From an optimization exercise on the open Yosys and OpenROAD flow, aimed at small area and a short achievable clock period; shortcuts taken in it are not production practice. Function was checked by simulation only, so behaviour that the tests miss may differ from the original. Power is estimated from default activity; no workload was simulated.

## design/flow/standard.sh

```bash
#!/bin/bash
# synth_recipe.tcl (not shown) runs the flow's synth.tcl, then flattens the netlist and writes it again
# the make line also repeats each setting of config.mk as NAME=value (left out here)
make -C /OpenROAD-flow-scripts/flow DESIGN_CONFIG=/design/flow/config.mk WORK_HOME=/design/flow/orfs CLKGATE_MAP_FILE= SYNTH_SCRIPT=/design/flow/synth_recipe.tcl "${@:-finish}"
```

## design/flow/config.mk

```make
export PLATFORM = sky130hd
export DESIGN_NAME = seenc_top
export DESIGN_NICKNAME = seenc_top
export VERILOG_FILES = /design/flow/design.v
export SDC_FILE = /design/flow/constraint.sdc
export NUM_CORES = 4
export LEC_CHECK = 0
export ABC_AREA = 1
export CAP_MARGIN = 20
export CORE_MARGIN = 2
export CORE_UTILIZATION = 55
export SLEW_MARGIN = 20
```

## design/flow/constraint.sdc

```tcl
create_clock -name core_clock -period 65.0 [get_ports {clk}]
set_input_delay 13.0000 -clock core_clock [delete_from_list [all_inputs] [get_ports {clk}]]
set_output_delay 13.0000 -clock core_clock [all_outputs]
set_load 0.01 [all_outputs]
```

## design/flow/flow/run.sh

```bash
#!/bin/bash
# The standard layout, with the smallest plain buffer (buf_1) as each port's
# buffer instead of the delay buffer buffer_ports picks by default.
set -euo pipefail
export BUFFER_PORTS_ARGS="-buffer_cell sky130_fd_sc_hd__buf_1"
bash standard.sh > standard.log 2>&1
```

## design/flow/design.v

```verilog
`default_nettype none
module seenc_condition (
    input  wire [5:0]  oh,        
    input  wire        prec,      
    input  wire [7:0]  tsat,      
    input  wire [7:0]  fl,        
    input  wire        sg,        
    input  wire [10:0] ef,        
    input  wire [17:0] fr,        
    input  wire        fnzlo,     
    output wire        s,
    output wire        zero,      
    output wire        top,       
    output wire        gefl,      
    output wire [7:0]  e8,
    output wire [17:0] f
);
    wire [7:0] ex   = {ef[7] ^ prec, ef[6:0]};
    wire       emax = (&ef[7:0]) & (~prec | (&ef[10:8]));
    wire       lo   = prec ? (ef < 11'd929) : (ef[7:0] == 8'd0);
    wire       hi   = prec & (ef > 11'd1150);
    wire       nan  = emax & (fnzlo | (|fr));
    wire       gtt  = (oh[0] | oh[1]) & (ex > 8'd142) | oh[2] & (ex > 8'd126) |
                      oh[3] & (ex > 8'd158) | oh[4] & (ex > 8'd130) | oh[5] & (ex > 8'd190);
    wire       eqt  = (oh[0] | oh[1]) & (ex == 8'd142) |
                      oh[3] & (ex == 8'd158) | oh[4] & (ex == 8'd130) | oh[5] & (ex == 8'd190);
    wire       gef  = (oh[0] | oh[1]) & (ex >= 8'd111) | oh[2] & (ex >= 8'd125) |
                      oh[3] & (ex >= 8'd95) | oh[4] & (ex >= 8'd123) | oh[5] & (ex >= 8'd63);
    wire       sat  = emax | hi | gtt;
    assign zero = nan | lo | (oh[0] & sg);
    assign s    = sg & ~nan;
    assign top  = ~zero & (sat | eqt) & ~oh[2];
    assign gefl = ~zero & (sat | gef);
    assign e8   = zero ? 8'd0 : (sat ? tsat : ex);
    assign f    = fr | {18{sat}};
endmodule
module seenc_enc_front (
    input  wire [5:0]  oh,
    input  wire        prec,
    input  wire [30:0] cx, cy, cz,     
    output wire [6:0]  e,
    output wire        sx, sy, sz,
    output wire [18:0] vx, vy, vz,
    output wire [4:0]  ax, ay, az,     
    output wire        kx, ky, kz      
);
    wire [7:0] tsat = {8{oh[0] | oh[1]}} & 8'd142 | {8{oh[2]}} & 8'd126 | {8{oh[3]}} & 8'd158 |
                      {8{oh[4]}} & 8'd130 | {8{oh[5]}} & 8'd190;
    wire [7:0] fl   = {8{oh[0] | oh[1]}} & 8'd111 | {8{oh[2]}} & 8'd125 | {8{oh[3]}} & 8'd95 |
                      {8{oh[4]}} & 8'd123 | {8{oh[5]}} & 8'd63;
    wire [17:0] omask = {18{oh[0] | oh[2]}} & 18'h3fe00 | {18{oh[1]}} & 18'h3fc00 |
                        {18{oh[3]}} & 18'h3ffe0 | {18{oh[4]}} & 18'h3fff0 | {18{oh[5]}} & 18'h3ffff;
    wire [3:0]  cm    = {4{oh[0] | oh[2]}} & 4'd9 | {4{oh[1]}} & 4'd10 | {4{oh[3]}} & 4'd5 |
                        {4{oh[4]}} & 4'd4;
    wire [7:0]  ex, ey, ez;
    wire [17:0] fx, fy, fz;
    wire        zx, zy, zz, tx, ty, tz, gx, gy, gz;
    seenc_condition u_cx (.oh(oh), .prec(prec), .tsat(tsat), .fl(fl),
        .sg(cx[30]), .ef(cx[29:19]), .fr(cx[18:1]), .fnzlo(cx[0]),
        .s(sx), .zero(zx), .top(tx), .gefl(gx), .e8(ex), .f(fx));
    seenc_condition u_cy (.oh(oh), .prec(prec), .tsat(tsat), .fl(fl),
        .sg(cy[30]), .ef(cy[29:19]), .fr(cy[18:1]), .fnzlo(cy[0]),
        .s(sy), .zero(zy), .top(ty), .gefl(gy), .e8(ey), .f(fy));
    seenc_condition u_cz (.oh(oh), .prec(prec), .tsat(tsat), .fl(fl),
        .sg(cz[30]), .ef(cz[29:19]), .fr(cz[18:1]), .fnzlo(cz[0]),
        .s(sz), .zero(zz), .top(tz), .gefl(gz), .e8(ez), .f(fz));
    wire gxy = ex > ey, gyx = ey > ex;
    wire gxz = ex > ez, gzx = ez > ex;
    wire gyz = ey > ez, gzy = ez > ey;
    wire mx = ~gyx & ~gzx & gx;
    wire my = ~gxy & ~gzy & gy;
    wire mz = ~gxz & ~gyz & gz;
    wire selx = mx;
    wire sely = my & ~mx;
    wire selz = mz & ~mx & ~my;
    wire self = ~mx & ~my & ~mz;
    wire [7:0] em = {8{selx}} & ex | {8{sely}} & ey | {8{selz}} & ez | {8{self}} & fl;
    wire ovf = mx & (&(fx | ~omask)) & ~tx |
               my & (&(fy | ~omask)) & ~ty |
               mz & (&(fz | ~omask)) & ~tz;
    wire [7:0] e0 = em - fl + {7'd0, ovf};
    assign e = e0[6:0];
    assign vx = {1'b1, fx};
    assign vy = {1'b1, fy};
    assign vz = {1'b1, fz};
    wire [8:0] nx = {5'd0, cm} - {1'b0, ex};
    wire [8:0] ny = {5'd0, cm} - {1'b0, ey};
    wire [8:0] nz = {5'd0, cm} - {1'b0, ez};
    wire [8:0] sx9 = {1'b0, em} + nx + {8'd0, ovf};
    wire [8:0] sy9 = {1'b0, em} + ny + {8'd0, ovf};
    wire [8:0] sz9 = {1'b0, em} + nz + {8'd0, ovf};
    assign ax = sx9[4:0];
    assign ay = sy9[4:0];
    assign az = sz9[4:0];
    assign kx = zx | (|sx9[8:5]);
    assign ky = zy | (|sy9[8:5]);
    assign kz = zz | (|sz9[8:5]);
endmodule
module seenc_enc_back (
    input  wire [5:0]  oh,
    input  wire [6:0]  e,
    input  wire        sx, sy, sz,
    input  wire [18:0] px, py, pz,
    output wire [31:0] word_a,
    output wire [31:0] word_b
);
    wire c01 = oh[0] | oh[1];
    wire c34 = oh[3] | oh[4];
    wire [17:0] mk = {18{oh[0] | oh[2]}} & 18'h001ff | {18{oh[1]}} & 18'h000ff |
                     {18{oh[3]}} & 18'h01fff | {18{oh[4]}} & 18'h03fff | {18{oh[5]}} & 18'h3ffff;
    function [17:0] rnd(input [18:0] p, input [17:0] mk);
        reg [17:0] t, q;
        reg        c, full;
        integer    k;
        begin
            t = p[18:1];
            for (k = 0; k < 18; k = k + 1) begin
                c    = p[0] & ((t | ~({18{1'b1}} >> (18 - k))) == 18'h3ffff);
                q[k] = t[k] ^ c;
            end
            full = p[0] & ((t | ~mk) == 18'h3ffff);
            rnd = (q | {18{full}}) & mk;
        end
    endfunction
    wire [17:0] mx = rnd(px, mk);
    wire [17:0] my = rnd(py, mk);
    wire [17:0] mz = rnd(pz, mk);
    assign word_a = {14'd0, mx}
        | ({32{c01}}   & ({e[4:0], 27'd0} | {5'd0, mz[8:0], 18'd0} | {14'd0, my[8:0], 9'd0}))
        | ({32{oh[1]}} & ({5'd0, sz, 8'd0, sy, 8'd0, sx, 8'd0}))
        | ({32{oh[2]}} & ({e[1:0], sz, mz[8:0], sy, my[8:0], sx, 9'd0}))
        | ({32{oh[3]}} & ({e[5:0], 26'd0} | {6'd0, my[12:0], 13'd0}))
        | ({32{oh[4]}} & ({e[0], sz, sy, sx, my[13:0], 14'd0}))
        | ({32{oh[5]}} & ({my[13:0], 18'd0}));
    assign word_b = ({32{c34}} & {18'd0, mz[13:0]})
        | ({32{oh[3]}} & {16'd0, sz, sy, sx, 13'd0})
        | ({32{oh[4]}} & {16'd0, e[2:1], 14'd0})
        | ({32{oh[5]}} & {e[6:0], sz, sy, sx, mz[17:0], my[17:14]});
endmodule
`default_nettype wire
`default_nettype none
module seenc_lzc (
    input  wire [17:0] m,
    output reg  [4:0]  lz
);
    integer i;
    always @(*) begin
        lz = 5'd0;
        for (i = 0; i < 18; i = i + 1)
            if (m[i]) lz = 5'd17 - i[4:0];
    end
endmodule
module seenc_dec_front (
    input  wire [5:0]  oh,            
    input  wire [31:0] in_a,
    input  wire [31:0] in_b,
    output wire        sx, sy, sz,
    output wire [17:0] mx, my, mz,    
    output wire [7:0]  eb             
);
    wire c01 = oh[0] | oh[1];
    wire c34 = oh[3] | oh[4];
    assign eb = {8{c01}} & ({3'd0, in_a[31:27]} + {7'd60, oh[1]}) |
                {8{oh[2]}} & ({6'd0, in_a[31:30]} + 8'd134) |
                {8{oh[3]}} & ({2'd0, in_a[31:26]} + 8'd100) |
                {8{oh[4]}} & ({5'd0, in_b[15:14], in_a[31]} + 8'd127) |
                {8{oh[5]}} & ({1'd0, in_b[31:25]} + 8'd63);
    assign mx = in_a[17:0] & ({18{oh[0] | oh[2]}} & 18'h001ff | {18{oh[1]}} & 18'h000ff |
                              {18{oh[3]}} & 18'h01fff | {18{oh[4]}} & 18'h03fff | {18{oh[5]}});
    assign my = {18{oh[0]}} & {9'd0, in_a[17:9]} |
                {18{oh[1]}} & {10'd0, in_a[16:9]} |
                {18{oh[2]}} & {9'd0, in_a[18:10]} |
                {18{oh[3]}} & {5'd0, in_a[25:13]} |
                {18{oh[4]}} & {4'd0, in_a[27:14]} |
                {18{oh[5]}} & {in_b[3:0], in_a[31:18]};
    assign mz = {18{oh[0]}} & {9'd0, in_a[26:18]} |
                {18{oh[1]}} & {10'd0, in_a[25:18]} |
                {18{oh[2]}} & {9'd0, in_a[28:20]} |
                {18{c34}}   & {4'd0, in_b[13:0] & {oh[4], 13'h1fff}} |
                {18{oh[5]}} & in_b[21:4];
    assign sx = oh[1] & in_a[8]  | oh[2] & in_a[9]  | oh[3] & in_b[13] | oh[4] & in_a[28] | oh[5] & in_b[22];
    assign sy = oh[1] & in_a[17] | oh[2] & in_a[19] | oh[3] & in_b[14] | oh[4] & in_a[29] | oh[5] & in_b[23];
    assign sz = oh[1] & in_a[26] | oh[2] & in_a[29] | oh[3] & in_b[15] | oh[4] & in_a[30] | oh[5] & in_b[24];
endmodule
module seenc_dec_back (
    input  wire        d32,    
    input  wire        d64,    
    input  wire        s,
    input  wire [16:0] fr,
    input  wire [7:0]  e32,
    output wire [63:0] f
);
    wire nz = |e32;
    wire [10:0] e64 = {e32[7], {3{~e32[7] & nz}}, e32[6:0]};
    assign f[63:35] = {29{d64}} & {s, e64, fr};
    assign f[34:32] = 3'd0;
    assign f[31:6]  = {26{d32}} & {s, e32, fr};
    assign f[5:0]   = 6'd0;
endmodule
`default_nettype wire
`default_nettype none
module seenc_core (
    input  wire [5:0]  oh,        
    input  wire        dir,
    input  wire        prec,
    input  wire        cmd_hi,    
    input  wire [30:0] cx, cy, cz,
    output wire        enc,
    output wire        dec32,
    output wire        dec64,
    output wire        err,
    output wire [77:0] res        
);
    wire legal = ~cmd_hi & (|oh) & (~prec | oh[5]);
    assign enc   = legal & ~dir;
    assign dec32 = legal & dir & ~prec;
    assign dec64 = legal & dir & prec;
    assign err   = ~legal;
    wire [6:0]  ee;
    wire        esx, esy, esz;
    wire [18:0] evx, evy, evz;
    wire [4:0]  edx, edy, edz;
    wire        ekx, eky, ekz;
    seenc_enc_front u_ef (
        .oh(oh), .prec(prec), .cx(cx), .cy(cy), .cz(cz),
        .e(ee), .sx(esx), .sy(esy), .sz(esz), .vx(evx), .vy(evy), .vz(evz),
        .ax(edx), .ay(edy), .az(edz), .kx(ekx), .ky(eky), .kz(ekz)
    );
    wire [63:0] ab = {cx, cy, cz};
    wire        dsx, dsy, dsz;
    wire [17:0] dmx, dmy, dmz;
    wire [7:0]  deb;
    seenc_dec_front u_df (
        .oh(oh), .in_a(ab[31:0]), .in_b(ab[63:32]),
        .sx(dsx), .sy(dsy), .sz(dsz), .mx(dmx), .my(dmy), .mz(dmz), .eb(deb)
    );
    wire [4:0] lzx, lzy, lzz;
    seenc_lzc u_lx (.m(dmx), .lz(lzx));
    seenc_lzc u_ly (.m(dmy), .lz(lzy));
    seenc_lzc u_lz (.m(dmz), .lz(lzz));
    function [17:0] rev18(input [17:0] v);
        integer i;
        for (i = 0; i < 18; i = i + 1) rev18[i] = v[17 - i];
    endfunction
    wire [18:0] shx = dir ? {rev18(dmx), 1'b0} : evx;
    wire [18:0] shy = dir ? {rev18(dmy), 1'b0} : evy;
    wire [18:0] shz = dir ? {rev18(dmz), 1'b0} : evz;
    wire [4:0]  sax = dir ? lzx : edx;
    wire [4:0]  say = dir ? lzy : edy;
    wire [4:0]  saz = dir ? lzz : edz;
    wire [18:0] yx = (ekx & ~dir) ? 19'd0 : (shx >> sax);
    wire [18:0] yy = (eky & ~dir) ? 19'd0 : (shy >> say);
    wire [18:0] yz = (ekz & ~dir) ? 19'd0 : (shz >> saz);
    wire [31:0] wa, wb;
    seenc_enc_back u_eb (
        .oh(oh), .e(ee), .sx(esx), .sy(esy), .sz(esz),
        .px(yx), .py(yy), .pz(yz), .word_a(wa), .word_b(wb)
    );
    wire [17:0] nx = rev18(yx[18:1]);
    wire [17:0] ny = rev18(yy[18:1]);
    wire [17:0] nz = rev18(yz[18:1]);
    wire [7:0]  ex32 = (dmx == 18'd0) ? 8'd0 : (deb - {3'd0, lzx});
    wire [7:0]  ey32 = (dmy == 18'd0) ? 8'd0 : (deb - {3'd0, lzy});
    wire [7:0]  ez32 = (dmz == 18'd0) ? 8'd0 : (deb - {3'd0, lzz});
    assign res = dir ? {dsx, nx[16:0], ex32, dsy, ny[16:0], ey32, dsz, nz[16:0], ez32}
                     : {14'd0, wb, wa};
endmodule
`default_nettype wire
`default_nettype none
module seenc_top (
    input  wire        clk,
    input  wire        rst,         
    input  wire        in_valid,
    input  wire [7:0]  cmd,
    input  wire [63:0] in_x,
    input  wire [63:0] in_y,
    input  wire [63:0] in_z,
    input  wire [31:0] in_a,
    input  wire [31:0] in_b,
    output reg         out_valid,
    output wire [31:0] out_a,
    output wire [31:0] out_b,
    output wire [63:0] out_x,
    output wire [63:0] out_y,
    output wire [63:0] out_z,
    output reg         err
);
    function [30:0] chan(input prec, input [63:0] b);
        chan = prec ? {b[63], b[62:52], b[51:34], |b[33:0]}
                    : {b[31], 3'd0, b[30:23], b[22:5], |b[4:0]};
    endfunction
    reg        v_q;
    reg [5:0]  oh_q;      
    reg        dir_q, prec_q, hi_q;
    reg [92:0] c_q;
    always @(posedge clk) begin
        if (rst) v_q <= 1'b0;
        else     v_q <= in_valid;
        oh_q   <= {cmd[2:0] == 3'd5, cmd[2:0] == 3'd4, cmd[2:0] == 3'd3,
                   cmd[2:0] == 3'd2, cmd[2:0] == 3'd1, cmd[2:0] == 3'd0};
        dir_q  <= cmd[3];
        prec_q <= cmd[4];
        hi_q   <= |cmd[7:5];
        c_q   <= cmd[3] ? {29'd0, in_b, in_a}
                        : {chan(cmd[4], in_x), chan(cmd[4], in_y), chan(cmd[4], in_z)};
    end
    wire        c_enc, c_d32, c_d64, c_err;
    wire [77:0] c_res;
    seenc_core u_core (
        .oh(oh_q), .dir(dir_q), .prec(prec_q), .cmd_hi(hi_q), .cx(c_q[92:62]), .cy(c_q[61:31]), .cz(c_q[30:0]),
        .enc(c_enc), .dec32(c_d32), .dec64(c_d64), .err(c_err), .res(c_res)
    );
    reg [77:0] r;
    reg        r_enc, r_d32, r_d64;
    always @(posedge clk) begin
        if (rst) out_valid <= 1'b0;
        else     out_valid <= v_q;
        err   <= c_err;
        r_enc <= c_enc;
        r_d32 <= c_d32;
        r_d64 <= c_d64;
        r     <= c_res;
    end
    assign out_a = {32{r_enc}} & r[31:0];
    assign out_b = {32{r_enc}} & r[63:32];
    seenc_dec_back u_bx (.d32(r_d32), .d64(r_d64), .s(r[77]), .fr(r[76:60]), .e32(r[59:52]), .f(out_x));
    seenc_dec_back u_by (.d32(r_d32), .d64(r_d64), .s(r[51]), .fr(r[50:34]), .e32(r[33:26]), .f(out_y));
    seenc_dec_back u_bz (.d32(r_d32), .d64(r_d64), .s(r[25]), .fr(r[24:8]),  .e32(r[7:0]),   .f(out_z));
endmodule
`default_nettype wire
```

==> results of run 1 <==
-- through the flow --
| stage | power (uW) | worst slack (ns) | util (%) |
|---|---|---|---|
| after floorplan | 604 | 50.50 | - |
| after global placement | 758 | 50.05 | 60.1 |
| after detailed placement | 759 | 50.01 | 60.1 |
| after CTS | 862 | 49.57 | 61.5 |
| after global routing | 952 | 49.38 | 61.5 |
| final | 887 | 49.52 | 61.6 |
-- cell type report --
type | count | area [um2] | share of cell area (%)
Antenna cell | 3 | 7.51 | 0.0306
Tap cell | 525 | 657 | 2.67
Timing Repair Buffer | 527 | 2110 | 8.57
Clock buffer | 18 | 429 | 1.75
Sequential cell | 186 | 3730 | 15.2
Clock inverter | 13 | 126 | 0.514
Inverter | 600 | 2260 | 9.21
Multi-Input combinational cell | 2982 | 15200 | 62.1
-- kinds of logic (layout without fill, tap and decap cells) --
kind of cell,count (synthesis),count (layout),synth area share [%]
xor gates and xnor gates,51,51,2.00
AOI/OAI and AO/OA,613,613,15.9
adders and majority gates,115,115,7.09
and+or+nand+nor,2176,2176,42.8
other,1,30,0.0168
buffers and inverters,825,1158,15.4
DFF,186,186,16.7
-- worst register-to-register path, delay by kind of cell, from the launching register on --
kind | cells | cell delay (ns)
AND/OR/NAND/NOR | 34 | 5.75
buffers and inverters | 11 | 1.61
adder cells (fa/ha/maj) | 3 | 1.11
AO/OA/AOI/OAI | 10 | 2.07
flip-flops | 1 | 0.98
XOR/XNOR | 1 | 0.07
-- report_power, final --
| part | internal, uW | leakage, uW | switching, uW |
|---|---|---|---|
| Combinational | 186 | 0.0112 | 431 |
| Clock | 50.5 | 0.000272 | 51.4 |
| Sequential | 137 | 0.00155 | 31.2 |
-- flip-flops by register name (all words and copies together), names as in the netlist --
signal,count
err,1
out_valid,1
v_q,1
r_d64,1
prec_q,1
r,78
r_d32,1
oh_q,6
dir_q,1
hi_q,1
r_enc,1
c_q,93
-- metal layers --
metal / vias up / GRT usage (%) / part of all wire (%)
li1: 13500 / - / -
met1: 12600 / 53.6 / 38
met2: 1965 / 68.7 / 43
met3: 405 / 8.81 / 11
met4: 0 / 28.0 / 7.5
met5: - / 0 / 0
-- layout by cell type (no fill, tap or decap), types with 31 or more instances in the layout --
cell     Yosys  layout
nand3_1    385     385
nor3_1      57      57
o22ai_1     31      31
xor2_1      34      34
nand2_1   1098    1098
buf_1       25     495
nand4_1     91      91
a21oi_1    227     227
nor4_1      44      44
ha_1        96      96
dfxtp_1    186     181
o21ai_0    160     159
nor2_1     377     377
o21ai_1     55      56
inv_1      568     566
-- path summary, 6_finish.rpt --
| kind | start | slack [ns] | to |
|---|---|---|---|
| max | r_d64 | 49.52 | out_z[60] |
| max reg2reg | prec_q | 53.30 | r[11] |
| min reg2reg | v_q | 0.42 | out_valid |
| min | v_q | 0.42 | out_valid |
==> impl_metrics.ini, run 1 <==
[cells_and_area]
final_cells = 4854
area_growth_pct = 10.1
fillers = 4224
final_area_mm2 = 0.0246
drive_gt1_share_pct = 4.97
nNetsFinal = 4696

[drt]
vias_per_cell = 5.87
vias = 28500
wirelength_um = 94500
post_drt_wl_per_cell_um = 19.5
ant_nets = 0
drc = 0
drtIter0Drc = 3579
firstDrtPassIters = 10

[global_route]
grt_use_total_pct = 43.4
grt_pass1_wl_um = 140000
antenna_found_initial = 1
overflow = 0
grt_pass1_vias = 24700
grt_max_degree = 87

[worst_setup_path]
critical-path-max-stage-delay_ns = 0.60
worstSetupPathType = reg2out
path_depth = 4
start_kind = flip-flop
path_delay_family = buffers and inverters
reg2reg_depth = 59
end_kind = output pin
worst-path-buf-inv = 3
critPathSlowestCell = a211oi_1
critPathRequiredTime_ns = 52.00
critPathMaxFanout = 79
arrival_ns = 2.48
path_cells = buf_4 > inv_1 > a211oi_1 > buf_1

[synth]
yosysSeqAreaShare_pct = 16.7
synth_most_common_cell = nand2_1
synth-async-reset-ratio_pct = 0
synth-seq-cells = 186
synthCells = 3967
synth-edff-count = 0
synth_warnings = 4
synth_cell_types = 74
syn_area_per_cell_um2 = 5.62
netlist_top_cells_area = nand2_1 18%, dfxtp_1 17%, inv_1 9.6%, nand3_1 8.6%, nor2_1 6.3%
yosys-top-cells-count = 1098 x nand2_1, 568 x inv_1, 385 x nand3_1, 377 x nor2_1, 227 x a21oi_1
synthFlopType = dfxtp_1
syn_area_mm2 = 0.0223
synth.largest_area_cell = nand2_1
synth_top_cell_area_share_pct = 18.5

[sta]
post-route-min-period_ns = 15.48
rsz0062_at_grt = no
worst_hold_slack_ns = 0.415
clock.fmax_mhz = 64.6
tightest_slew_ns = 1.08
post-route-period-util_pct = 23.8
setup_violations = 0
clock_skew_ns = 0.0107
slew_headroom_pct = 27.1
finalSetupTns_ns = 0
slew_viol_final = 0
hold_viol = 0

[power]
power.density_mw_per_mm2 = 36.1
peakVddDrop_mv = 0.0229
leakagePower_uw = 0.0130

[floorplan]
die-area_mm2 = 0.0422
die_x_um = 205
fp.dieH_um = 205
initial_core_util_pct = 55.9
row_count = 73
io_pins = 525
core_region_area_mm2 = 0.0399

[clocking]
h-tree-depth = 4
cts-resized-gates = 0
post_cts_buffers = 0
cts_tree = done
cts_hold_buf = 0
cts_max_path_buffers = 2
cts_made_buffers = 17
clk_latency_ns = 0.47
cts_sinks = 186
cts_root_buf = clkbuf_16
cts.clk_slew.worst_paths_ns = 0.07

[hold_path]
whs_path_depth = 2
hp-class = reg2reg

[run_status]
outcome = finished clean

[placement]
finalWeightedCongestion = 1.07
place.detailed.hpwl_um = 73800
dp_cells = 4820
port_buffers = 497
post_dp_cell_area_mm2 = 0.0240

[job]
maxCapViolations = 0
==> run 2: changes to the inputs <==
==> design/flow/run.sh (new file) <==
#!/bin/bash
# synth_recipe.tcl (not shown) runs the flow's synth.tcl, then flattens the netlist and writes it again
# the make line also repeats each setting of config.mk as NAME=value (left out here)
make -C /OpenROAD-flow-scripts/flow DESIGN_CONFIG=/design/flow/config.mk WORK_HOME=/design/flow/orfs CLKGATE_MAP_FILE= SYNTH_SCRIPT=/design/flow/synth_recipe.tcl finish
removed: design/flow/flow/run.sh
removed: design/flow/standard.sh
==> impl_metrics.ini, run 2 <==
[run_status]
outcome = finished clean

[clocking]
cts_tree = done
cts.clk_slew.worst_paths_ns = 0.08
cts_made_buffers = 17
clk_latency_ns = 0.48
cts_hold_buf = 0
cts_root_buf = clkbuf_16
h-tree-depth = 4
cts_max_path_buffers = 2
cts-resized-gates = 0
cts_sinks = 186
post_cts_buffers = 0

[cells_and_area]
layout_common_cells = 1098 x nand2_1, 566 x inv_1, 495 x clkdlybuf4s50_1
seq_area_mm2 = 0.00373
multi_input_area_mm2 = 0.0152
layout_commonest_cell = nand2_1
reg.largest.list = c_q (93), r (78), oh_q (6)
area_growth_pct = 24.3
regMostFlops = c_q
drive_gt1_share_pct = 5.04
nNetsFinal = 4697
largest_register_ffs = 93
fillers = 3822

[worst_setup_path]
start_kind = flip-flop
r2r_start = prec_q
worstSetupPathType = reg2out
arrival_ns = 2.90
reg2reg_depth = 61
reg2reg_setup_slack_ns = 53.24
end_kind = output pin
critPathMaxFanout = 79
reg2reg_to = r[12]
critPathRequiredTime_ns = 52.00

[sta]
slew_headroom_pct = 19.4
tightest_slew_ns = 1.19
finalSetupTns_ns = 0
post-route-period-util_pct = 24.5
slew_viol_final = 0
rsz0062_at_grt = no
clock_skew_ns = 0.0107
setup_ws_ns = 49.10
hold_viol = 0
setup_violations = 0
post-route-min-period_ns = 15.90
clock.fmax_mhz = 62.9

[drt]
drtIter0Drc = 4056
post_drt_wl_per_cell_um = 19.2
wirelength_um = 93400
vias = 28500
vias_per_cell = 5.86
drc = 0
firstDrtPassIters = 8
ant_nets = 0

[floorplan]
die_x_um = 205
fp.dieH_um = 205
row_count = 73
io_pins = 525
initial_core_util_pct = 55.9
core_region_area_mm2 = 0.0399
die-area_mm2 = 0.0422

[synth]
synth_most_common_cell = nand2_1
synth_cell_types = 74
yosysSeqAreaShare_pct = 16.7
synthCells = 3967
synth_warnings = 4
synth-async-reset-ratio_pct = 0
synthFlopType = dfxtp_1
synth-edff-count = 0
syn_area_mm2 = 0.0223
synth.largest_area_cell = nand2_1
synth-seq-cells = 186
synth_top_cell_area_share_pct = 18.5
syn_area_per_cell_um2 = 5.62
netlist_top_cells_area = nand2_1 18%, dfxtp_1 17%, inv_1 9.6%, nand3_1 8.6%, nor2_1 6.3%
yosys-top-cells-count = 1098 x nand2_1, 568 x inv_1, 385 x nand3_1, 377 x nor2_1, 227 x a21oi_1

[power]
peakVddDrop_mv = 0.0271
leakagePower_uw = 0.0143
power.density_mw_per_mm2 = 32.6

[hold_path]
whs_path_depth = 2
hold_path_end = out_valid
hp-class = reg2reg
min_from = v_q

[global_route]
grt_use_total_pct = 43.2
grt_pass1_wl_um = 141000
grt_max_degree = 87
antenna_found_initial = 0
overflow = 0
grt_pass1_vias = 25200

[job]
maxCapViolations = 0

[placement]
port_buffers = 497
place_ws_ns = 49.63
finalWeightedCongestion = 1.14
place.detailed.hpwl_um = 73400
==> run 2: cell counts after synthesis <==
Identical to the previous run, type by type.
==> run 2: kinds of logic (layout without fill, tap and decap cells) <==
group / after synthesis / count (layout) / synth area share, %
flops: 186 / 186 / 16.7
buf+inv: 825 / 1160 / 15.4
other cells: 1 / 28 / 0.0168
fa+ha+maj: 115 / 115 / 7.09
simple gates: 2176 / 2176 / 42.8
xor+xnor: 51 / 51 / 2.00
compound gates: 613 / 613 / 15.9
==> run 2: area by class of cell <==
cell class | instances | area share [%]
well taps | 525 | 2.37
diodes | 1 | 0.00903
flip-flops and latches | 186 | 13.5
clock inverters | 15 | 0.686
inverters | 600 | 8.16
clock buffers | 17 | 1.53
repair buffers | 528 | 18.8
multi-input cells | 2982 | 55.0
==> run 2: layer usage <==
layer | global-route usage [%] | part of all wire (%) | up-vias
li1 | - | - | 13500
met1 | 52.8 | 38 | 12500
met2 | 68.0 | 43 | 1999
met3 | 9.55 | 12 | 430
met4 | 28.8 | 7.3 | 0
met5 | 0 | 0 | -
==> run 2: critical path, stage by stage (launching register included) <==
cell and delay, ns:
dfxtp_2 0.32, buf_4 0.58, inv_1 0.30, a211oi_1 0.57, clkdlybuf4s50_1 0.65
==> run 2: stage by stage <==
stage | std cells | area (um2) | util (%) | total power (uW) | hold slack (ns)
after floorplan | 3993 | 22400 | - | 604 | 0.388
after global routing | 4853 | 27700 | 69.5 | 967 | 0.450
after global placement | 4820 | 27100 | 67.9 | 763 | 0.399
after CTS | 4852 | 27700 | 69.4 | 878 | 0.434
final | 4854 | 27700 | 69.5 | 903 | 0.430
after detailed placement | 4820 | 27100 | 67.9 | 769 | 0.422
==> run 2: worst max-delay path by stage <==
stage	start	endpoint	slack, ns	depth (start not counted)
2_1_floorplan	r_d64	out_x[60]	50.50	5
3_3_place_gp	r_d64	out_z[60]	49.64	4
3_5_place_dp	r_d64	out_z[60]	49.63	4
4_1_cts	r_d64	out_z[60]	49.11	4
5_1_grt	r_d64	out_z[59]	48.96	4
6_report	r_d64	out_z[59]	49.10	4
==> run 2: where the power goes <==
| part | switching (uW) | total, uW | internal, uW |
|---|---|---|---|
| Combinational | 428 | 626 | 197 |
| Sequential | 32.6 | 170 | 137 |
| Clock | 55.0 | 108 | 52.5 |
| Total | 516 | 903 | 387 |
==> run 3: changes to the inputs <==
--- a/design/flow/design.v
+++ b/design/flow/design.v
@@ -187,2 +187,3 @@
     input  wire        d64,    
+    input  wire        b64,    
     input  wire        s,
@@ -192,5 +193,3 @@
 );
-    wire nz = |e32;
-    wire [10:0] e64 = {e32[7], {3{~e32[7] & nz}}, e32[6:0]};
-    assign f[63:35] = {29{d64}} & {s, e64, fr};
+    assign f[63:35] = {{2{d64}} & {s, e32[7]}, {3{b64}}, {24{d64}} & {e32[6:0], fr}};
     assign f[34:32] = 3'd0;
@@ -287,6 +286,2 @@
 );
-    function [30:0] chan(input prec, input [63:0] b);
-        chan = prec ? {b[63], b[62:52], b[51:34], |b[33:0]}
-                    : {b[31], 3'd0, b[30:23], b[22:5], |b[4:0]};
-    endfunction
     reg        v_q;
@@ -295,2 +290,17 @@
     reg [92:0] c_q;
+    wire       s_ab = cmd[3];               
+    wire       s_64 = ~cmd[3] & cmd[4];     
+    wire       s_32 = ~cmd[3] & ~cmd[4];    
+    function [30:0] chan(input [63:0] b, input s64, input s32);
+        chan = {s64 & b[63] | s32 & b[31],
+                b[62:60],
+                {8{s64}} & b[59:52] | {8{s32}} & b[30:23],
+                {18{s64}} & b[51:34] | {18{s32}} & b[22:5],
+                s64 & (|b[33:0]) | s32 & (|b[4:0])};
+    endfunction
+    wire [92:0] enc_in = {chan(in_x, s_64, s_32), chan(in_y, s_64, s_32), chan(in_z, s_64, s_32)};
+    wire [92:0] raw    = {1'd0, in_x[62:60], 27'd0, 1'd0, in_y[62:60], 27'd0, 1'd0, in_z[62:60], 27'd0};
+    wire [92:0] is_raw = {1'd0, 3'b111,      27'd0, 1'd0, 3'b111,      27'd0, 1'd0, 3'b111,      27'd0};
+    wire [63:0] dec_in = {in_b, in_a};
+    integer k;
     always @(posedge clk) begin
@@ -303,4 +313,8 @@
         hi_q   <= |cmd[7:5];
-        c_q   <= cmd[3] ? {29'd0, in_b, in_a}
-                        : {chan(cmd[4], in_x), chan(cmd[4], in_y), chan(cmd[4], in_z)};
+        for (k = 0; k < 93; k = k + 1) begin
+            if (k < 64)
+                c_q[k] <= is_raw[k] ? (s_ab ? dec_in[k] : raw[k]) : (s_ab & dec_in[k] | enc_in[k]);
+            else
+                c_q[k] <= is_raw[k] ? raw[k] : enc_in[k];    
+        end
     end
@@ -313,3 +327,6 @@
     reg [77:0] r;
-    reg        r_enc, r_d32, r_d64;
+    reg [1:0]  r_enc;
+    reg [2:0]  r_d32, r_d64, r_b64;
+    wire [2:0] nzc = {|c_res[59:52], |c_res[33:26], |c_res[7:0]};
+    wire [2:0] e7c = {c_res[59], c_res[33], c_res[7]};
     always @(posedge clk) begin
@@ -318,12 +335,13 @@
         err   <= c_err;
-        r_enc <= c_enc;
-        r_d32 <= c_d32;
-        r_d64 <= c_d64;
+        r_enc <= {2{c_enc}};
+        r_d32 <= {3{c_d32}};
+        r_d64 <= {3{c_d64}};
+        r_b64 <= {3{c_d64}} & nzc & ~e7c;
         r     <= c_res;
     end
-    assign out_a = {32{r_enc}} & r[31:0];
-    assign out_b = {32{r_enc}} & r[63:32];
-    seenc_dec_back u_bx (.d32(r_d32), .d64(r_d64), .s(r[77]), .fr(r[76:60]), .e32(r[59:52]), .f(out_x));
-    seenc_dec_back u_by (.d32(r_d32), .d64(r_d64), .s(r[51]), .fr(r[50:34]), .e32(r[33:26]), .f(out_y));
-    seenc_dec_back u_bz (.d32(r_d32), .d64(r_d64), .s(r[25]), .fr(r[24:8]),  .e32(r[7:0]),   .f(out_z));
+    assign out_a = {32{r_enc[0]}} & r[31:0];
+    assign out_b = {32{r_enc[1]}} & r[63:32];
+    seenc_dec_back u_bx (.d32(r_d32[2]), .d64(r_d64[2]), .b64(r_b64[2]), .s(r[77]), .fr(r[76:60]), .e32(r[59:52]), .f(out_x));
+    seenc_dec_back u_by (.d32(r_d32[1]), .d64(r_d64[1]), .b64(r_b64[1]), .s(r[51]), .fr(r[50:34]), .e32(r[33:26]), .f(out_y));
+    seenc_dec_back u_bz (.d32(r_d32[0]), .d64(r_d64[0]), .b64(r_b64[0]), .s(r[25]), .fr(r[24:8]),  .e32(r[7:0]),   .f(out_z));
 endmodule
==> design/flow/flow/run.sh (new file) <==
#!/bin/bash
# The standard layout, with the smallest plain buffer (buf_1) as each port's
# buffer instead of the delay buffer buffer_ports picks by default.
set -euo pipefail
export BUFFER_PORTS_ARGS="-buffer_cell sky130_fd_sc_hd__buf_1"
bash standard.sh > standard.log 2>&1
==> design/flow/standard.sh (new file) <==
#!/bin/bash
# synth_recipe.tcl (not shown) runs the flow's synth.tcl, then flattens the netlist and writes it again
# the make line also repeats each setting of config.mk as NAME=value (left out here)
make -C /OpenROAD-flow-scripts/flow DESIGN_CONFIG=/design/flow/config.mk WORK_HOME=/design/flow/orfs CLKGATE_MAP_FILE= SYNTH_SCRIPT=/design/flow/synth_recipe.tcl "${@:-finish}"
--- a/design/flow/config.mk
+++ b/design/flow/config.mk
@@ -10,3 +10,3 @@
 export CORE_MARGIN = 2
-export CORE_UTILIZATION = 55
+export CORE_UTILIZATION = 60
 export SLEW_MARGIN = 20
removed: design/flow/run.sh
==> impl_metrics.ini, run 3 <==
[synth]
synth-seq-cells = 189
synth_top_cell_area_share_pct = 19.2
yosysSeqAreaShare_pct = 17.1
synth_compound_area_share_pct = 15.6
synthMuxAreaShare_pct = 0
synth_most_common_cell = nand2_1
yosys-top-cells-count = 1130 x nand2_1, 553 x inv_1, 392 x nand3_1, 271 x nor2_1, 189 x dfxtp_1
synth_adder_area_share_pct = 7.32
synth_warnings = 4
synth_top_family_by_area = simple AND/OR/NAND/NOR gates
synth_cell_types = 81
synthFlopType = dfxtp_1
synth_xor_area_share_pct = 1.78
synth.largest_area_cell = nand2_1
syn_area_mm2 = 0.0221
synthCells = 3826
synth-edff-count = 0
netlist_top_cells_area = nand2_1 19%, dfxtp_1 17%, inv_1 9.4%, nand3_1 8.9%, ha_1 5.6%
synthSimpleGateAreaFrac_pct = 42.7
synth-async-reset-ratio_pct = 0
syn_area_per_cell_um2 = 5.78

[cells_and_area]
layout_common_cells = 1130 x nand2_1, 552 x inv_1, 496 x buf_1
nNetsFinal = 4574
largest_register_ffs = 93
drive_gt1_share_pct = 6.33
reg.largest.list = c_q (93), r (78), oh_q (6)
area_growth_pct = 10.6
regMostFlops = c_q
fillers = 3587
layout_commonest_cell = nand2_1

[global_route]
grt_use_total_pct = 47.1
overflow = 0
grt_pass1_vias = 24500
grt_max_degree = 79
antenna_found_initial = 2
grt_pass1_wl_um = 139000

[clocking]
cts.clk_slew.worst_paths_ns = 0.10
cts_hold_buf = 0
cts_max_path_buffers = 2
h-tree-depth = 4
cts_tree = done
cts_made_buffers = 17
cts_root_buf = clkbuf_16
cts-resized-gates = 0
post_cts_buffers = 0
clk_latency_ns = 0.50
cts_sinks = 189

[sta]
post-route-min-period_ns = 14.90
rsz0062_at_grt = no
setup_violations = 0
slew_viol_final = 0
tightest_slew_ns = 1.14
slew_headroom_pct = 23.7
finalSetupTns_ns = 0
clock.fmax_mhz = 67.1
post-route-period-util_pct = 22.9
clock_skew_ns = 0.0256
hold_viol = 0

[floorplan]
initial_core_util_pct = 60.7
row_count = 70
core_region_area_mm2 = 0.0364
fp.dieH_um = 196
io_pins = 525
die-area_mm2 = 0.0384
die_x_um = 196

[hold_path]
min_from = v_q
hp-class = reg2reg
whs_path_depth = 2

[drt]
drt-met1-wl_um = 34700
drtIter0Drc = 4213
drc = 0
top_layer_used = met4
vias_per_cell = 6.00
firstDrtPassIters = 7
wl_met3_um = 12400
dr_wl_met2_um = 39000
ant_nets = 0
wirelength_um = 93500
vias = 28000
post_drt_wl_per_cell_um = 20.0

[worst_setup_path]
cp-startpoint = cmd[3]
reg2reg_depth = 54
start_kind = input port
worstSetupPathType = in2reg
critPathRequiredTime_ns = 65.38
end_kind = flip-flop
critPathMaxFanout = 67
r2r_start = prec_q
arrival_ns = 15.28

[power]
peakVddDrop_mv = 0.0265
total_power_uw = 948
leakagePower_uw = 0.0130
power.density_mw_per_mm2 = 38.8

[placement]
place.detailed.hpwl_um = 72900
port_buffers = 497
finalWeightedCongestion = 1.09

[run_status]
outcome = finished clean

[job]
maxCapViolations = 0
==> run 3: cell count changes in the layout (fill, tap and decap cells not counted), sizes merged, moves of 8 or more <==
cell           before   now
a22oi               7    35
xor2               34    25
nor2              405   297
nand3             393   410
buf                33   531
a22o                6    25
nand2            1131  1171
nand4              91    73
a21oi             231   135
o22ai              31    23
clkdlybuf4s50     495     0
o21ai             225   198
nor3               61    73
==> run 3: path summary, 6_finish.rpt <==
check,to,slack [ns]
max,c_q[0],50.10
min,out_valid,0.41
max reg2reg,r[16],53.20
min reg2reg,out_valid,0.41
==> run 3: final cells by class <==
| type | count | area (um2) | share of cell area, % |
|---|---|---|---|
| clock buffers | 17 | 425 | 1.74 |
| inverters | 602 | 2270 | 9.28 |
| clock inverters | 15 | 226 | 0.926 |
| repair buffers | 532 | 2130 | 8.70 |
| flip-flops and latches | 189 | 3790 | 15.5 |
| multi-input cells | 2847 | 15000 | 61.4 |
| well taps | 468 | 586 | 2.39 |
| diodes | 3 | 7.51 | 0.0307 |
==> run 3: power by group <==
part | switching, uW | total (uW) | internal, uW
registers | 31.9 | 172 | 140
clock network | 61.8 | 119 | 57.5
logic | 453 | 657 | 204
total | 547 | 948 | 401
==> run 3: logic make-up (layout without fill, tap and decap cells) <==
family                   Yosys count  after routing
AO/OA/AOI/OAI                    541            541
XOR/XNOR                          45             45
buffers and inverters            816           1166
AND/OR/NAND/NOR                 2116           2116
adder cells (fa/ha/maj)          118            118
flip-flops                       189            189
other                              1             30
==> run 3: layer usage <==
| layer | global-route usage (%) | vias to the layer above |
|---|---|---|
| met3 | 11.8 | 486 |
| met1 | 59.2 | 12300 |
| li1 | - | 13100 |
| met5 | 0 | - |
| met2 | 71.8 | 2085 |
| met4 | 30.7 | 0 |
==> run 3: metrics by stage <==
stage | util (%) | worst slack, ns | area (um2) | std cells | hold WS [ns]
finish | 67.1 | 50.10 | 24500 | 4673 | 0.411
global route | 67.1 | 49.94 | 24500 | 4672 | 0.439
CTS | 67.1 | 50.04 | 24400 | 4670 | 0.415
detailed placement | 65.3 | 49.67 | 23800 | 4638 | 0.400
global placement | 65.3 | 49.76 | 23800 | 4638 | 0.392
floorplan | - | 50.82 | 22200 | 3852 | 0.388
==> run 3: critical path, stage by stage <==
cell	delay [ns]
clkbuf_2	0.07
buf_4	0.55
clkinv_1	0.55
nand2_1	0.19
inv_2	0.22
buf_4	0.37
o21ai_0	0.19
nand3_1	0.09
==> run 4: changes to the inputs <==
==> design/flow/flow/run.sh (replaced) <==
#!/bin/bash
# The standard layout, with the smallest plain buffer (buf_1) as each port's
# buffer instead of the delay buffer buffer_ports picks by default, and
# timing repair asked to leave a setup margin, so that it works on the paths
# that set the achieved period.
set -euo pipefail
export BUFFER_PORTS_ARGS="-buffer_cell sky130_fd_sc_hd__buf_1"
export SETUP_SLACK_MARGIN=51.2
bash standard.sh > standard.log 2>&1
--- a/design/flow/config.mk
+++ b/design/flow/config.mk
@@ -10,3 +10,3 @@
 export CORE_MARGIN = 2
-export CORE_UTILIZATION = 60
+export CORE_UTILIZATION = 70
 export SLEW_MARGIN = 20
==> impl_metrics.ini, run 4 <==
[synth]
synthCells = 3826
synth_top_cell_area_share_pct = 19.2
synth-edff-count = 0
syn_area_per_cell_um2 = 5.78
synth_most_common_cell = nand2_1
synth_cell_types = 81
synth-seq-cells = 189
syn_area_mm2 = 0.0221
yosysSeqAreaShare_pct = 17.1
synth.largest_area_cell = nand2_1
yosys-top-cells-count = 1130 x nand2_1, 553 x inv_1, 392 x nand3_1, 271 x nor2_1, 189 x dfxtp_1
synthFlopType = dfxtp_1
netlist_top_cells_area = nand2_1 19%, dfxtp_1 17%, inv_1 9.4%, nand3_1 8.9%, ha_1 5.6%
synth-async-reset-ratio_pct = 0
synth_warnings = 4

[run_status]
outcome = aborted with a tool error
tool.error = [ERROR GRT-0232] Routing congestion too high. Check the congestion heatmap in the GUI.
stop_stage = global routing

[floorplan]
fp.dieH_um = 182
row_count = 65
initial_core_util_pct = 70.6
io_pins = 525
die_x_um = 182

[clocking]
cts_hold_buf = 0
cts_max_path_buffers = 2
cts_sinks = 189
cts_root_buf = clkbuf_16
h-tree-depth = 4
cts_made_buffers = 17

[placement]
place_ws_ns = 50.08
port_buffers = 497
finalWeightedCongestion = 1.20
dp_cells = 4564
place.detailed.hpwl_um = 70800

[global_route]
grt_use_total_pct = 77.5
grt_max_degree = 85
overflow = 2
-- run 4: metal layers --
layer  GRT overflow  GRT usage (%)
met1              0           78.7
met2              1           93.1
met3              0           63.5
met4              1           71.5
met5              0           41.6
-- run 4: cell families after synthesis --
kind of cell,after synthesis,synth area share (%)
AOI/OAI and AO/OA,541,15.6
xor gates and xnor gates,45,1.78
adders and majority gates,118,7.32
buffers and inverters,816,15.5
DFF,189,17.1
other,1,0.0170
and+or+nand+nor,2116,42.7
-- run 4: worst max path at each step --
stage | start | end | slack, ns | depth (start not counted)
2_1_floorplan | r_d32[0] | out_y[10] | 51.15 | 4
3_3_place_gp | cmd[3] | c_q[65] | 50.12 | 7
3_5_place_dp | cmd[3] | c_q[76] | 50.08 | 7
4_1_cts | r_enc[0] | out_a[15] | 50.56 | 4
-- run 4: power by group through the flow --
| stage | combinational [uW] | clock, uW | sequential [uW] |
|---|---|---|---|
| after floorplan | 485 | 0 | 156 |
| after global placement | 616 | 0 | 171 |
| after detailed placement | 623 | 0 | 172 |
| after CTS | 631 | 117 | 170 |
-- run 4: stage by stage --
step | area (um2) | hold slack [ns]
after floorplan | 22400 | 0.388
after global placement | 23700 | 0.391
after detailed placement | 23700 | 0.392
after CTS | 25100 | 0.404
-- run 4: repair_timing --
item,in CTS
setup buffers,11
setup endpoints to repair,316
endpoints found under the hold margin,0
resized for setup,183
cloned,10
pin swaps,4
==> run 5: changes to the inputs <==
--- a/design/flow/flow/run.sh
+++ b/design/flow/flow/run.sh
@@ -7,3 +7,3 @@
 export BUFFER_PORTS_ARGS="-buffer_cell sky130_fd_sc_hd__buf_1"
-export SETUP_SLACK_MARGIN=51.2
+export SETUP_SLACK_MARGIN=50.5
 bash standard.sh > standard.log 2>&1
--- a/design/flow/config.mk
+++ b/design/flow/config.mk
@@ -10,3 +10,3 @@
 export CORE_MARGIN = 2
-export CORE_UTILIZATION = 70
+export CORE_UTILIZATION = 60
 export SLEW_MARGIN = 20
==> impl_metrics.ini, run 5 <==
[run_status]
outcome = finished clean

[synth]
synth_compound_area_share_pct = 15.6
synth_xor_area_share_pct = 1.78
synth-edff-count = 0
yosysSeqAreaShare_pct = 17.1
synthCells = 3826
synth_most_common_cell = nand2_1
synth_adder_area_share_pct = 7.32
synth_top_family_by_area = simple AND/OR/NAND/NOR gates
synth.largest_area_cell = nand2_1
yosys-top-cells-count = 1130 x nand2_1, 553 x inv_1, 392 x nand3_1, 271 x nor2_1, 189 x dfxtp_1
synthFlopType = dfxtp_1
synth_cell_types = 81
synthSimpleGateAreaFrac_pct = 42.7
syn_area_per_cell_um2 = 5.78
syn_area_mm2 = 0.0221
synth_top_cell_area_share_pct = 19.2
synth-async-reset-ratio_pct = 0
synthMuxAreaShare_pct = 0
synth-seq-cells = 189
synth_warnings = 4
netlist_top_cells_area = nand2_1 19%, dfxtp_1 17%, inv_1 9.4%, nand3_1 8.9%, ha_1 5.6%

[worst_setup_path]
worstSetupPathType = reg2out
critPathRequiredTime_ns = 52.00
end_kind = output pin
start_kind = flip-flop
critPathSlowestCell = dfxtp_2
critPathMaxFanout = 38
critical-path-max-stage-delay_ns = 0.42
cp-startpoint = r_d64[0]
r2r_start = prec_q
arrival_ns = 1.48
reg2reg_depth = 54
path_cells = buf_12 > nand2_1 > inv_1 > buf_1

[floorplan]
die-area_mm2 = 0.0384
row_count = 70
io_pins = 525
die_x_um = 196
core_region_area_mm2 = 0.0364
fp.dieH_um = 196
initial_core_util_pct = 60.7

[cells_and_area]
drive_gt1_share_pct = 6.49
area_growth_pct = 11.2
nNetsFinal = 4580
reg.largest.list = c_q (93), r (78), oh_q (6)
layout_commonest_cell = nand2_1
layout_common_cells = 1130 x nand2_1, 552 x inv_1, 496 x buf_1
regMostFlops = c_q
fillers = 3563
largest_register_ffs = 93

[global_route]
overflow = 0
grt_pass1_wl_um = 140000
grt_use_total_pct = 47.6
grt_pass1_vias = 24700
grt_max_degree = 79
antenna_found_initial = 2

[sta]
post-route-period-util_pct = 22.3
slew_viol_final = 0
slew_headroom_pct = 21.8
clock_skew_ns = 0.0268
tightest_slew_ns = 1.16
clock.fmax_mhz = 69.0
hold_viol = 0
post-route-min-period_ns = 14.48
rsz0062_at_grt = yes
worst_hold_slack_ns = 0.411
finalSetupTns_ns = 0
setup_violations = 0

[drt]
drc = 0
drtIter0Drc = 4426
wirelength_um = 94800
ant_nets = 0
vias_per_cell = 6.02
firstDrtPassIters = 10
post_drt_wl_per_cell_um = 20.3
vias = 28200

[hold_path]
hp-class = reg2reg
whs_path_depth = 2
min_from = v_q

[clocking]
cts_sinks = 189
cts_hold_buf = 0
clk_latency_ns = 0.49
cts_root_buf = clkbuf_16
cts.clk_slew.worst_paths_ns = 0.10
h-tree-depth = 4
cts_made_buffers = 17
cts_max_path_buffers = 2
cts_tree = done

[placement]
place.detailed.hpwl_um = 72900
port_buffers = 497
finalWeightedCongestion = 1.09

[power]
power.density_mw_per_mm2 = 38.6
peakVddDrop_mv = 0.0260
leakagePower_uw = 0.0130

[job]
maxCapViolations = 0
-- run 5: critical path: cells and delay by family (launching register included) --
family	cells	cell delay, ns
buf+inv	3	0.46
simple gates	1	0.09
flops	1	0.42
-- run 5: area by class of cell --
class                           instances  area [um2]  area share [%]
Multi-Input combinational cell       2847       15000            61.1
Sequential cell                       189        3790            15.4
Inverter                              602        2270            9.24
Timing Repair Buffer                  538        2260            9.19
Tap cell                              468         586            2.38
Clock buffer                           17         425            1.73
Clock inverter                         15         226           0.921
Antenna cell                            3        7.51          0.0305
-- run 5: worst paths after layout --
| kind | end | slack [ns] |
|---|---|---|
| max reg2reg | r[9] | 53.11 |
| min reg2reg | out_valid | 0.41 |
| max | out_z[51] | 50.52 |
| min | out_valid | 0.41 |
-- run 5: logic make-up (layout without fill, tap and decap cells) --
kind of cell | Yosys count | in the layout
other | 1 | 30
and+or+nand+nor | 2116 | 2116
adders and majority gates | 118 | 118
AOI/OAI and AO/OA | 541 | 541
DFF | 189 | 189
buffers and inverters | 816 | 1172
xor gates and xnor gates | 45 | 45
-- run 5: through the flow --
| stage | total power (uW) | utilization [%] | std cells | area, um2 | setup WS [ns] |
|---|---|---|---|---|---|
| after floorplan | 641 | - | 3852 | 22200 | 50.82 |
| after global placement | 796 | 65.3 | 4638 | 23800 | 49.76 |
| after detailed placement | 800 | 65.3 | 4638 | 23800 | 49.67 |
| after CTS | 918 | 67.4 | 4675 | 24600 | 50.53 |
| after global routing | 1020 | 67.5 | 4678 | 24600 | 50.46 |
| final | 950 | 67.5 | 4679 | 24600 | 50.52 |
-- run 5: power breakdown --
part	total, uW	switching (uW)	internal, uW
logic	658	454	204
registers	172	32.4	140
clock network	119	61.8	57.6
total	950	549	401
-- run 5: timing repair --
action / CTS / global route
setup endpoints to repair: 272 / 125
cloned: 1 / 1
setup buffers: 4 / 0
gates resized for setup: 9 / 2
-- run 5: routing by layer --
layer | up-vias | global-route usage [%] | wire length [um]
met5 | - | 0 | 0
met4 | 0 | 31.8 | 7520
met3 | 456 | 11.6 | 12500
met2 | 2131 | 73.0 | 39900
met1 | 12500 | 59.3 | 34900
li1 | 13100 | - | -
==> run 6: changes to the inputs <==
==> design/flow/flow/run.sh (replaced) <==
#!/bin/bash
# The standard layout, with three changes:
#  - after the standard synthesis, the combinational logic between the
#    flip-flops is re-optimized for area by a second ABC pass (reopt.ys);
#    every flip-flop stays as the standard synthesis made it;
#  - the smallest plain buffer (buf_1) buffers each port, instead of the
#    delay buffer buffer_ports picks by default;
#  - timing repair is asked to leave a setup margin, so that it works on
#    the paths that set the achieved period.
set -euo pipefail
export BUFFER_PORTS_ARGS="-buffer_cell sky130_fd_sc_hd__buf_1"
export SETUP_SLACK_MARGIN=51.0
RES=$PWD/orfs/results/$FLOW_PLATFORM/seenc_top/base

bash standard.sh $RES/1_2_yosys.v > synth.log 2>&1

mkdir -p reopt
cp $RES/1_2_yosys.v reopt/in.v
cp $FLOW_HOME/platforms/$FLOW_PLATFORM/lib/sky130_fd_sc_hd__tt_025C_1v80.lib reopt/lib.lib
cp flow/reopt.ys flow/area.abc reopt/
(cd reopt && yosys -s reopt.ys > ../reopt.log 2>&1)
cp reopt/out.v $RES/1_2_yosys.v
rm -f reopt/lib.lib

bash standard.sh > standard.log 2>&1
==> design/flow/flow/area.abc (new file) <==
strash
dc2
dch -f
map -a
strash
dch -f
map -a
topo
==> design/flow/flow/reopt.ys (new file) <==
# Re-map the combinational logic of the standard synthesis netlist for area.
# Every flip-flop instance is kept as it is (same cell, same name); only the
# logic between them is re-optimized by ABC and mapped again to the library.
read_verilog in.v
read_liberty -ignore_miss_func lib.lib
hierarchy -top seenc_top
setattr -mod -set keep_hierarchy 1 sky130_fd_sc_hd__dfxtp_1 sky130_fd_sc_hd__dfxtp_2 sky130_fd_sc_hd__dfxtp_4
flatten
opt_clean
abc -liberty lib.lib -script area.abc -dont_use sky130_fd_sc_hd__probe_p_8 -dont_use sky130_fd_sc_hd__probec_p_8
opt_clean -purge
hilomap -singleton -hicell sky130_fd_sc_hd__conb_1 HI -locell sky130_fd_sc_hd__conb_1 LO
splitnets
opt_clean -purge
# ports that alias another net get a buffer, as in the standard synthesis
insbuf -buf sky130_fd_sc_hd__buf_4 A X
rename -hide w:*.*
opt_clean -purge
stat -liberty lib.lib
select seenc_top
write_verilog -noattr -nohex -nodec -selected out.v
==> impl_metrics.ini, run 6 <==
[run_status]
outcome = aborted with a tool error
stop_stage = global routing
tool.error = [ERROR GRT-0232] Routing congestion too high. Check the congestion heatmap in the GUI.

[placement]
place.detailed.hpwl_um = 68200
post_dp_cell_area_mm2 = 0.0205
finalWeightedCongestion = 1.18
port_buffers = 497

[global_route]
grt_max_degree = 91
overflow = 17
grt_use_total_pct = 81.0

[synth]
syn_area_mm2 = 0.0181
syn_area_per_cell_um2 = 5.58
synthCells = 3237
synth_warnings = 4

[sta]
worst-ep-kind = primary output
crit_endpoint = out_x[47]

[floorplan]
die_x_um = 177
row_count = 63
io_pins = 525
initial_core_util_pct = 60.9
fp.dieH_um = 177

[clocking]
cts_root_buf = clkbuf_16
h-tree-depth = 4
cts_hold_buf = 0
cts_made_buffers = 17
cts_max_path_buffers = 2
==> run 6: per-layer routing <==
| metal | global-route usage, % | GRT overflow |
|---|---|---|
| met4 | 78.8 | 10 |
| met2 | 93.3 | 4 |
| met1 | 80.3 | 2 |
| met3 | 70.8 | 1 |
| met5 | 53.8 | 0 |
==> run 6: worst max-delay path by stage <==
stage	startpoint	endpoint
4_1_cts	r_d64[0]	out_z[51]
2_1_floorplan	cmd[4]	c_q[70]
3_5_place_dp	cmd[3]	c_q[12]
3_3_place_gp	cmd[3]	c_q[62]
==> run 6: through the flow <==
stage          worst slack, ns  cells  util, %  total power, uW
4_1_cts                  50.60   4204     75.2              750
2_1_floorplan            50.76   3263        -              478
3_5_place_dp             50.13   4144     69.2              630
3_3_place_gp             50.26   4144     69.2              622
==> run 6: power groups by stage <==
stage | combinational [uW] | sequential (uW) | clock [uW]
floorplan | 328 | 150 | 0
global placement | 469 | 153 | 0
detailed placement | 476 | 154 | 0
CTS | 484 | 151 | 115
==> run 6: repair_timing <==
action	CTS
cloned	19
resized for setup	310
buffers inserted	9
endpoints found under the setup margin	310
pin swaps	31
==> run 7: changes to the inputs <==
--- a/design/flow/config.mk
+++ b/design/flow/config.mk
@@ -10,3 +10,3 @@
 export CORE_MARGIN = 2
-export CORE_UTILIZATION = 60
+export CORE_UTILIZATION = 50
 export SLEW_MARGIN = 20
==> impl_metrics.ini, run 7 <==
[run_status]
outcome = finished clean

[cells_and_area]
drive_gt1_share_pct = 12.7
fillers = 3268
layout_common_cells = 669 x nor2_1, 552 x nand2_1, 475 x clkinv_1
area_growth_pct = 24.9
final_cells = 4278
layout_commonest_cell = nor2_1
regMostFlops = c_q
reg.largest.list = c_q (93), r (78), oh_q (6)
largest_register_ffs = 93
nNetsFinal = 4068
final_area_mm2 = 0.0226

[floorplan]
die_x_um = 194
row_count = 69
die-area_mm2 = 0.0376
fp.dieH_um = 194
core_region_area_mm2 = 0.0356
io_pins = 525
initial_core_util_pct = 50.8

[global_route]
grt_pass1_vias = 24500
grt_pass1_wl_um = 142000
grt_use_total_pct = 48.4
grt_max_degree = 91
antenna_found_initial = 6
overflow = 0

[power]
leakagePower_uw = 0.00905
peakVddDrop_mv = 0.0226
power.density_mw_per_mm2 = 35.0

[worst_setup_path]
critPathRequiredTime_ns = 52.00
path_cells = buf_12 > inv_12 > nor2_1 > buf_2
worstSetupPathType = reg2out
critical-path-max-stage-delay_ns = 0.38
start_kind = flip-flop
critPathSlowestCell = dfxtp_4
arrival_ns = 1.47
end_kind = output pin
critPathMaxFanout = 20

[drt]
post_drt_wl_per_cell_um = 22.9
vias_per_cell = 6.39
drtIter0Drc = 4217
vias = 27300
wirelength_um = 97900
firstDrtPassIters = 10
ant_nets = 0
drc = 0

[placement]
post_dp_cell_area_mm2 = 0.0206
place_ws_ns = 50.18
finalWeightedCongestion = 1.14
dp_cells = 4218
port_buffers = 497
place.detailed.hpwl_um = 71300

[clocking]
cts_made_buffers = 17
cts.clk_slew.worst_paths_ns = 0.09
cts_tree = done
cts_max_path_buffers = 2
cts_root_buf = clkbuf_16
h-tree-depth = 4
cts_sinks = 189
clk_latency_ns = 0.51

[sta]
slew_headroom_pct = 20.8
rsz0062_at_grt = yes
post-route-period-util_pct = 22.3
setup_violations = 0
clock.fmax_mhz = 69.1
finalSetupTns_ns = 0
hold_viol = 0
tightest_slew_ns = 1.18
slew_viol_final = 0
clock_skew_ns = 0.0325
setup_ws_ns = 50.53
worst_hold_slack_ns = 0.405
post-route-min-period_ns = 14.47

[synth]
syn_area_per_cell_um2 = 5.58
syn_area_mm2 = 0.0181
synthCells = 3237
synth_warnings = 4

[job]
maxCapViolations = 0

[hold_path]
hp-class = reg2reg
run 7: critical path: cells and delay by family (launching register included):
kind | cells | cell delay [ns]
buffers and inverters | 3 | 0.42
and+or+nand+nor | 1 | 0.18
DFF | 1 | 0.38
run 7: report_power, final:
part | total (uW) | internal (uW) | leakage [uW] | switching [uW]
Clock | 110 | 51.6 | 0.000288 | 57.9
Combinational | 525 | 138 | 0.00719 | 387
Sequential | 154 | 138 | 0.00158 | 16.2
run 7: final timing paths:
| check | start | endpoint | slack, ns | cells past startpoint |
|---|---|---|---|---|
| min | v_q | out_valid | 0.40 | 2 |
| min reg2reg | v_q | out_valid | 0.40 | 2 |
| max reg2reg | prec_q | r[16] | 51.67 | 60 |
| max | r_d32[0] | out_x[6] | 50.53 | 4 |
run 7: area by class of cell:
| class | instances | area, um2 | share of cell area (%) |
|---|---|---|---|
| multi-input combinational | 2552 | 12700 | 56.5 |
| sequential | 189 | 3800 | 16.9 |
| timing repair buffer | 541 | 2690 | 11.9 |
| inverter | 487 | 1930 | 8.55 |
| tap | 461 | 577 | 2.56 |
| clock buffer | 17 | 425 | 1.89 |
| timing repair inverter | 13 | 215 | 0.954 |
| clock inverter | 15 | 171 | 0.760 |
| antenna | 3 | 7.51 | 0.0333 |
run 7: stage by stage:
step	total power [uW]	util [%]
final	789	63.4
after global placement	630	58.0
after detailed placement	634	58.0
after global routing	833	63.4
after floorplan	478	-
after CTS	744	61.8
run 7: timing repair:
item | 4_1_cts | 5_1_grt
pin swaps | 2 | 6
endpoints found under the setup margin | 313 | 298
buffers inserted | 6 | 6
gates resized for setup | 275 | 177
gates cloned | 12 | 1
hold buffers | 0 | 0
run 7: per-layer routing:
metal  GRT usage [%]  wire length, um  vias up
met4            37.3             9290        4
li1                -                -    12100
met2            74.5            41500     2376
met3            13.9            13600      657
met5               0               27        -
met1            56.7            33500    12200

## re-timing with driven ports
The results above use ideal ports. As a check the final layouts listed here were re-extracted and re-timed, cells and wires unchanged.
Step 1: set_driving_cell puts a clkbuf_16 on clk and a buf_2 on each other input, an assumption about the parent block.
Step 2 times the ports against the registers' clock, not the clock port: input delays grow and output delays shrink by t, the midpoint of the rising clock arrivals with the driver on.
a / b / c = ideal / step 1 / step 2; a / b = the first two.
run | t (ns) | setup WS [ns] | worst register clock-pin slew, ns | worst data-port slew with drivers (ns)
run 1 | 0.522 | 49.517 / 49.462 / 49.924 | 0.08 / 0.08 | 0.12
run 2 | 0.526 | 49.098 / 49.044 / 49.571 | 0.08 / 0.08 | 0.11
run 3 | 0.549 | 50.099 / 50.094 / 49.587 | 0.10 / 0.10 | 0.11
run 5 | 0.536 | 50.518 / 50.460 / 50.085 | 0.10 / 0.10 | 0.11
run 7 | 0.552 | 50.526 / 50.468 / 50.568 | 0.10 / 0.10 | 0.11
After both steps every run listed still meets setup and hold. For run 3, which loses most, drivers alone change the setup slack by -0.005 ns; drivers and shift together by -0.512 ns.
